This is an optimization exercise on Yosys and OpenROAD, whose aim is small area, a short achievable clock period and few clock cycles, not a production implementation.
Only the layout flow was run in this run; the RTL was not checked for function there.
Power is estimated from default activity; no workload was simulated.

`flow/run.sh`:
```
#!/bin/bash
# synth_recipe.tcl (not shown) runs the flow's synth.tcl, then flattens the netlist and writes it again
# the make line also repeats each setting of config.mk as NAME=value (left out here)
make -C /OpenROAD-flow-scripts/flow DESIGN_CONFIG=/design/flow/config.mk WORK_HOME=/design/flow/orfs CLKGATE_MAP_FILE= SYNTH_SCRIPT=/design/flow/synth_recipe.tcl finish
```
`flow/config.mk`:
```
export PLATFORM = sky130hd
export DESIGN_NAME = adc_acq
export DESIGN_NICKNAME = adc_acq
export VERILOG_FILES = /design/flow/design.v
export SDC_FILE = /design/flow/constraint.sdc
export NUM_CORES = 4
export LEC_CHECK = 0
export ABC_CLOCK_PERIOD_IN_PS = 3000
export CAP_MARGIN = 20
export CORE_MARGIN = 2
export CORE_UTILIZATION = 40
export SLEW_MARGIN = 20
```
`flow/constraint.sdc`:
```
create_clock -name core_clock -period 11.0 [get_ports {clk}]
set_input_delay 2.2000 -clock core_clock [delete_from_list [all_inputs] [get_ports {clk}]]
set_output_delay 2.2000 -clock core_clock [all_outputs]
set_load 0.01 [all_outputs]
```
`flow/design.v`:
```
module adc_acq (
    input  wire        clk,
    input  wire        rst,        
    input  wire        start,
    input  wire        dev24,      
    input  wire [7:0]  n,          
    input  wire [2:0]  gain,       
    input  wire [30:0] vref_uv,    
    output reg         ready,
    input  wire        s_valid,
    input  wire [23:0] s_data,     
    input  wire        s_timeout,  
    output reg         s_ready,
    output reg         done,
    output wire [31:0] res_raw,    
    output wire [31:0] res_uv,     
    output reg         res_to      
);
    localparam K     = 2;           
    localparam NS24  = (24 + K - 1) / K;    
    localparam NS16  = (16 + K - 1) / K;    
    localparam SH16  = 24 - NS16 * K;       
    localparam [2:0] S_IDLE  = 3'd0,
                     S_SAMP  = 3'd1,
                     S_FLUSH = 3'd2,
                     S_DIV   = 3'd3,
                     S_HLAST = 3'd4,
                     S_F1    = 3'd5,
                     S_F2    = 3'd6,
                     S_F3    = 3'd7;
    localparam [22:0] M = 23'h7fffff;
    reg  [2:0]  state;
    reg         op_dev24;
    reg  [7:0]  nd;         
    reg  [7:0]  cnt;        
    reg  [2:0]  gcnt;       
    reg  [36:0] V;          
    reg  [23:0] sreg;       
    reg  [31:0] acc;        
    reg  [59:0] P;          
    reg         neg;        
    reg         hv;         
    reg         first;      
    reg         abort;      
    assign res_raw = acc;
    assign res_uv  = P[31:0];
    wire take = s_valid & s_ready;
    reg  [36:0] v16;
    always @(*) begin
        case (gain)
            3'd0:    v16 = 37'd12000 * M;
            3'd1:    v16 = 37'd8000  * M;
            3'd2:    v16 = 37'd4000  * M;
            3'd3:    v16 = 37'd2000  * M;
            3'd4:    v16 = 37'd1000  * M;
            3'd5:    v16 = 37'd500   * M;
            default: v16 = 37'd8000  * M;
        endcase
    end
    wire        do_negs = (state == S_DIV) & first & neg;      
    wire        do_fin  = (state == S_HLAST);                  
    wire        inv     = (do_negs | do_fin) & neg;
    wire [31:0] add_a   = (do_fin ? {8'd0, acc[23:0]} : acc) ^ {32{inv}};
    wire [31:0] add_b   = {{8{sreg[23]}}, sreg};
    wire [31:0] add_o;
    wire        add_co;
    bk_add #(32) u_acc (.a(add_a), .b(add_b), .ci(inv), .s(add_o), .co(add_co));
    reg  [7:0]  dr;
    reg  [23:0] dq;
    reg  [8:0]  dt;
    integer j;
    always @(*) begin
        dr = acc[31:24];
        dq = acc[23:0];
        for (j = 0; j < K; j = j + 1) begin
            dt = {dr, dq[23]};
            if (dt >= {1'b0, nd}) begin
                dt = dt - {1'b0, nd};
                dq = {dq[22:0], 1'b1};
            end else begin
                dq = {dq[22:0], 1'b0};
            end
            dr = dt[7:0];
        end
    end
    wire div_step = (state == S_DIV) & ~(first & neg) & (gcnt == 3'd0);
    wire [39:0] h_p  = {P[37:0], 2'b00};
    wire [39:0] h_x0 = acc[0] ? {3'd0, V} : 40'd0;
    wire [39:0] h_x1 = acc[1] ? {2'd0, V, 1'b0} : 40'd0;
    wire [39:0] h_s  = h_p ^ h_x0 ^ h_x1;
    wire [39:0] h_c  = (h_p & h_x0) | (h_p & h_x1) | (h_x0 & h_x1);
    wire [39:0] h_lo;
    wire        h_co;
    bk_add #(40) u_hor (.a(h_s), .b({h_c[38:0], 1'b0}), .ci(1'b0), .s(h_lo), .co(h_co));
    wire [19:0] h_up  = P[57:38];
    wire [19:0] h_upi = h_up + 20'd1;
    wire [59:0] hsum  = {(h_co | h_c[39]) ? h_upi : h_up, h_lo};
    wire [30:0] wh = P[59:29];
    wire [22:0] f_a = wh[22:0];
    wire [22:0] f_b = P[28:6];
    wire [22:0] f_k = 23'h3fffff;
    wire [22:0] f_s = f_a ^ f_b ^ f_k;
    wire [22:0] f_c = (f_a & f_b) | (f_a & f_k) | (f_b & f_k);
    wire [22:0] f_x;
    wire        f_co;
    bk_add #(23) u_f1 (.a(f_s), .b({f_c[21:0], 1'b0}), .ci(P[5]), .s(f_x), .co(f_co));
    wire [24:0] x  = {f_c[22] & f_co, f_c[22] ^ f_co, f_x};
    wire [1:0]  xh = P[24:23];
    wire [8:0]  sh = {1'b0, wh[30:23]} + {7'd0, xh};
    wire [23:0] cc = {1'b0, P[22:0]} + {15'd0, sh} + 24'd1;
    wire [10:0] e  = {2'b00, sh} + {10'd0, cc[23]} - {10'd0, neg};
    wire [10:0] es = P[10:0];
    wire [31:0] q  = {1'b0, wh} + {{21{es[10]}}, es};
    wire [31:0] uv = q ^ {32{neg}};
    always @(posedge clk) begin
        if (take & ~s_timeout)
            sreg <= (op_dev24 ? s_data : ({{8{s_data[15]}}, s_data[15:0]} << SH16));
        else
            sreg <= 24'd0;
        if (ready) begin
            V    <= dev24 ? {6'd0, vref_uv} : v16;
            gcnt <= dev24 ? ((gain == 3'd7) ? 3'd6 : (3'd6 - gain)) : 3'd0;
        end else if (gcnt != 3'd0) begin
            V    <= {V[35:0], 1'b0};
            gcnt <= gcnt - 3'd1;
        end
        if (ready || abort)
            acc <= 32'd0;
        else if (div_step)
            acc <= {dr, dq};
        else if (state == S_SAMP || state == S_FLUSH || do_negs || do_fin)
            acc <= add_o;
        hv <= div_step;
        if (hv)
            P <= hsum;
        else if (state == S_F1)
            P[24:0] <= x;
        else if (state == S_F2)
            P[10:0] <= e;
        else if (state == S_F3 && !abort)
            P[31:0] <= uv;
        else
            P <= 60'd0;
        if (state == S_FLUSH) neg <= add_o[31];
        if (state == S_DIV && !div_step && first && neg) first <= 1'b0;
        if (div_step) first <= 1'b0;
        done <= 1'b0;
        if (rst) begin
            abort   <= 1'b0;
            state   <= S_IDLE;
            ready   <= 1'b1;
            s_ready <= 1'b0;
            done    <= 1'b0;
        end else begin
            case (state)
                S_IDLE: begin
                    if (start) begin
                        op_dev24 <= dev24;
                        nd       <= n;
                        cnt      <= n;
                        res_to   <= 1'b0;
                        ready    <= 1'b0;
                        if (n == 8'd0) begin
                            abort <= 1'b1;
                            state <= S_F3;
                        end else begin
                            state   <= S_SAMP;
                            s_ready <= 1'b1;
                        end
                    end
                end
                S_SAMP: begin
                    if (take) begin
                        if (s_timeout) begin
                            res_to  <= 1'b1;
                            s_ready <= 1'b0;
                            abort   <= 1'b1;
                            state   <= S_F3;
                        end else begin
                            cnt <= cnt - 8'd1;
                            if (cnt == 8'd1) begin
                                s_ready <= 1'b0;
                                state   <= S_FLUSH;
                            end
                        end
                    end
                end
                S_FLUSH: begin
                    cnt   <= op_dev24 ? NS24[7:0] : NS16[7:0];
                    first <= 1'b1;
                    state <= S_DIV;
                end
                S_DIV: begin
                    if (div_step) begin
                        cnt <= cnt - 8'd1;
                        if (cnt == 8'd1) state <= S_HLAST;
                    end
                end
                S_HLAST: state <= S_F1;
                S_F1:    state <= S_F2;
                S_F2:    state <= S_F3;
                S_F3: begin
                    abort <= 1'b0;
                    done  <= 1'b1;
                    ready <= 1'b1;
                    state <= S_IDLE;
                end
                default: state <= S_IDLE;
            endcase
        end
    end
endmodule
module bk_add #(parameter W = 32) (input [W-1:0] a, input [W-1:0] b, input ci, output [W-1:0] s, output co);
    localparam L = $clog2(W);
    wire [W-1:0] p0 = a ^ b;
    wire [W-1:0] g0 = a & b;
    wire [W-1:0] gp [0:2*L];
    wire [W-1:0] pp [0:2*L];
    genvar i, l;
    generate
        for (i = 0; i < W; i = i + 1) begin: init
            if (i == 0) begin
                assign gp[0][i] = g0[0] | (p0[0] & ci);
                assign pp[0][i] = 1'b0;
            end else begin
                assign gp[0][i] = g0[i];
                assign pp[0][i] = p0[i];
            end
        end
        for (l = 0; l < L; l = l + 1) begin: up
            for (i = 0; i < W; i = i + 1) begin: b
                if (((i + 1) % (2 << l)) == 0) begin
                    assign gp[l+1][i] = gp[l][i] | (pp[l][i] & gp[l][i - (1 << l)]);
                    assign pp[l+1][i] = pp[l][i] & pp[l][i - (1 << l)];
                end else begin
                    assign gp[l+1][i] = gp[l][i];
                    assign pp[l+1][i] = pp[l][i];
                end
            end
        end
        for (l = L - 1; l >= 1; l = l - 1) begin: dn
            for (i = 0; i < W; i = i + 1) begin: b
                if (((i + 1) % (1 << l)) == ((1 << (l - 1))) && (i + 1) > (1 << l)) begin
                    assign gp[2*L-l][i] = gp[2*L-l-1][i] | (pp[2*L-l-1][i] & gp[2*L-l-1][i - (1 << (l-1))]);
                    assign pp[2*L-l][i] = pp[2*L-l-1][i] & pp[2*L-l-1][i - (1 << (l-1))];
                end else begin
                    assign gp[2*L-l][i] = gp[2*L-l-1][i];
                    assign pp[2*L-l][i] = pp[2*L-l-1][i];
                end
            end
        end
    endgenerate
    wire [W-1:0] c = gp[2*L-1];    
    assign s = p0 ^ {c[W-2:0], ci};
    assign co = c[W-1];
endmodule
```
==> results.txt <==
layout by cell type (no fill, tap or decap), drive strengths merged, types with 15 or more instances in the layout:
cell and count:
ha 193, inv 170, clkdlybuf4s50 139, nor2 138
a21oi 131, nand2 119, xnor2 111, edfxtp 108
o21ai 90, fa 87, and2 81, dfxtp 76
xor2 66, a21o 44, nor3 34, a211oi 33
nand3 28, mux2i 27, nand2b 23, o21a 21
and3 21, buf 21, clkbuf 20, nand4 18
nor2b 15, mux2 15
registers in the layout (all words and copies together) (netlist names), 3 cells and up:
signal	count
P	60
nd	8
acc	32
cnt	8
state	3
sreg	24
V	37
gcnt	3
worst max-delay path by stage:
stage / slack (ns) / startpoint / to / cells past startpoint
after floorplan: 5.72 / state[0] / acc[31] / 24
after global placement: 4.97 / state[1] / acc[31] / 22
after detailed placement: 4.76 / state[1] / acc[31] / 22
after CTS: 4.67 / state[1] / acc[31] / 22
after global routing: 4.18 / state[1] / acc[31] / 22
final: 4.67 / state[1] / acc[31] / 22
power breakdown:
| group | leakage, uW | total (uW) | switching, uW | internal (uW) |
|---|---|---|---|---|
| registers | 0.00181 | 1140 | 216 | 927 |
| logic | 0.00668 | 2000 | 1130 | 869 |
| clock network | 0.000297 | 656 | 318 | 338 |
cell families (layout without fill, tap and decap cells):
kind of cell	count (synthesis)	count (layout)
and+or+nand+nor	518	518
adders and majority gates	280	280
DFF	184	184
muxes	42	42
buffers and inverters	272	355
xor gates and xnor gates	177	177
AOI/OAI and AO/OA	452	452
routing by layer:
metal  vias up  GRT usage [%]
li1       6884              -
met1      6898          28.75
met2       333          39.39
met3        69          4.936
met4         0          7.208
met5         -              0
metrics by stage:
| stage | hold slack, ns | power [uW] |
|---|---|---|
| after floorplan | 0.4790 | 2535 |
| after global placement | 0.5026 | 3114 |
| after detailed placement | 0.5111 | 3145 |
| after CTS | 0.5222 | 3827 |
| after global routing | 0.5383 | 4121 |
| final | 0.5230 | 3797 |
critical path, cell delays in order (launching register included):
cell	delay (ns)
dfxtp_1	0.76
nor2_1	0.21
nand2_1	0.37
o21ai_0	0.18
nand2_2	0.10
buf_4	0.44
xnor2_1	0.22
ha_1	0.32
nor2b_1	0.14
o31a_1	0.25
o41a_1	0.35
a31oi_2	0.35
o31ai_1	0.21
a221o_1	0.37
nor3_1	0.24
o311ai_1	0.20
o41ai_1	0.39
fa_1	0.26
xnor2_1	0.13
xnor2_1	0.15
xnor2_1	0.15
o21ai_0	0.13
a211oi_1	0.27
synthesized netlist by cell type, types with 13 or more instances:
master	instances
ha_1	193
fa_1	87
mux2_2	15
nand4_1	18
xor2_1	66
edfxtp_1	108
o21ai_0	88
inv_1	162
nor3_1	34
xnor2_1	111
nand2b_1	23
nand3_1	28
a21o_1	44
buf_4	32
and3_1	21
nor2b_1	15
dfxtp_1	76
nand2_1	119
a21oi_1	131
clkbuf_1	65
o21a_1	21
o22a_1	13
nor2_1	138
mux2i_1	27
a211oi_1	33
and2_1	81
layout make-up:
cell class,instances,area [um^2],area share (%)
Tap cell,585,732.0,3.661
Timing Repair Buffer,160,1560,7.804
Sequential cell,184,4767,23.85
Clock inverter,12,146.4,0.7323
Inverter,163,611.8,3.060
Multi-Input combinational cell,1469,11720,58.61
Clock buffer,20,457.9,2.291
==> results.yml <==
worst_setup_path:
  critPathArrivalTime_ns: 6.70
  r2r-start: "state[1]"
  r2r-end: "acc[31]"
  path_class: "reg -> reg"
  end_kind: "register"
  cp-start-kind: "register"
  rr_worst_depth: 22
  crit_required_ns: 11.37
  crit_path_max_fanout: 32
  ff2ff_setup_slack_ns: 4.67
route:
  drc: 0
  dr.pass1.iters: 5
  drtIter0Drc: 885
  dr_wl_met3_mm: 2.540
  wl_met1_mm: 22.05
  wl_met2_mm: 24.88
  wl_mm: 50.85
  top_layer: "met4"
  routed_via_density: 5.470
  antenna_left: 0
  wl_per_cell_um: 19.61
  via_count: 14180
placement:
  dp_cells: 2560
  placed_area_um2: 19370
  io_buffers: 139
  dpl_worst_slack_ns: 4.757
  gp_congestion: 0.9321
  dp_hpwl_mm: 40.16
timing:
  setup_tns_ns: 0
  rsz0062_at_grt: "no"
  skew_ns: 0.01854
  slew_viol_final: 0
  setup_violations: 0
  fmax_ghz: 0.1579
  hold_viol_final: 0
  min_period_ns: 6.332
  post-route-period-util_pct: 57.57
  worst_slack_ns: 4.668
  max_slew_margin_pct: 31.52
  worst_pin_slew_ns: 1.027
cells_and_area:
  fin_nets: 2347
  fin_util_pct: 46.21
  drive_gt1_share_pct: 4.582
  fill_cells: 4194
  final_cells: 2593
  num_antenna_cells: 0
  area_growth_syn_to_layout_pct: 13.62
  final_area_um2: 19990
synthesis:
  synth_mux_area_share_pct: 2.496
  synth_edf_count: 108
  avgSynthCellArea_um2: 9.141
  netlist_instances: 1925
  synth_top_area_share_pct: 18.43
  synth-compound-area-share_pct: 16.86
  synth_top_family_by_area: "adder cells"
  yosys_warnings: 4
  synth_fp_nets: 2277
  synth_seq_cells: 184
  yosys.area_share.simple_pct: 14.63
  ys_top_cells_by_area: "edfxtp_1 (18%), ha_1 (14%), fa_1 (9.9%), dfxtp_1 (8.6%), xnor2_1 (5.5%)"
  synth.cell_area_um2: 17600
  synth_flop_cell: "edfxtp_1"
  async_flop_share_pct: 0
  synth-adder-area-share_pct: 23.62
  ys_types: 71
  synth-xor-area-share_pct: 8.810
  yosysSeqAreaShare_pct: 27.08
  yosysTopAreaCell: "edfxtp_1"
cts:
  cts_root_buf: "clkbuf_16"
  cts_max_level: 4
  tritoncts: "built"
  clock_path_buffers: 2
  post_cts_buffers: 0
  cts_sinks: 184
  cts_resized: 0
  insertion_delay_ns: 0.48
  path_clk_slew_ns: 0.08
  hold_buffers: 0
  cts_buffers: 17
grt:
  grt_overflow: 0
  gr-usage-all-layers_pct: 22.93
  grt_pass1_vias: 14380
  grt_max_degree: 68
  grt_antenna_before_repair: 0
  grt_pass1_wl_mm: 80.03
power_and_ir_drop:
  p_leak_uw: 0.008781
  ir_drop_v: 0.0001857
  p_per_area_nw_per_um2: 189.9
floorplanning:
  die-height_um: 213.7
  initial_core_util_pct: 40.67
  pin_count: 140
  rows: 76
  die_width_um: 213.7
  die_area_um2: 45680
  core-area_um2: 43270
hold_path:
  holdPathStages: 2
  hold-path-endpoint: "first"
  worstHoldStart: "first"
  hp-class: "reg -> reg"
job:
  maxCapViolations: 0
status:
  outcome: "complete, no violations"

-- separate check: timing with driven ports --
The flow's constraints put no driver on any port. The routed layout listed below was extracted and timed again, unchanged, in two steps.
Step 1, drivers: a clkbuf_16 drives clk and a buf_2 each remaining input, both assumed.
Step 2 also shifts input and output timing later by t, the mid clock arrival at the registers, as if the neighbouring blocks saw the same clock.
a / b / c = ideal ports / drivers / drivers and shift; a / b = the first two.
t (ns): 0.530
setup WS [ns]: 4.668 / 4.668 / 4.668
latest minus earliest clock arrival (ns): 0.019 / 0.019
After both steps this run still meets setup and hold. The setup slack of this run moves by 0.000 ns with the drivers and by 0.000 ns with both steps.
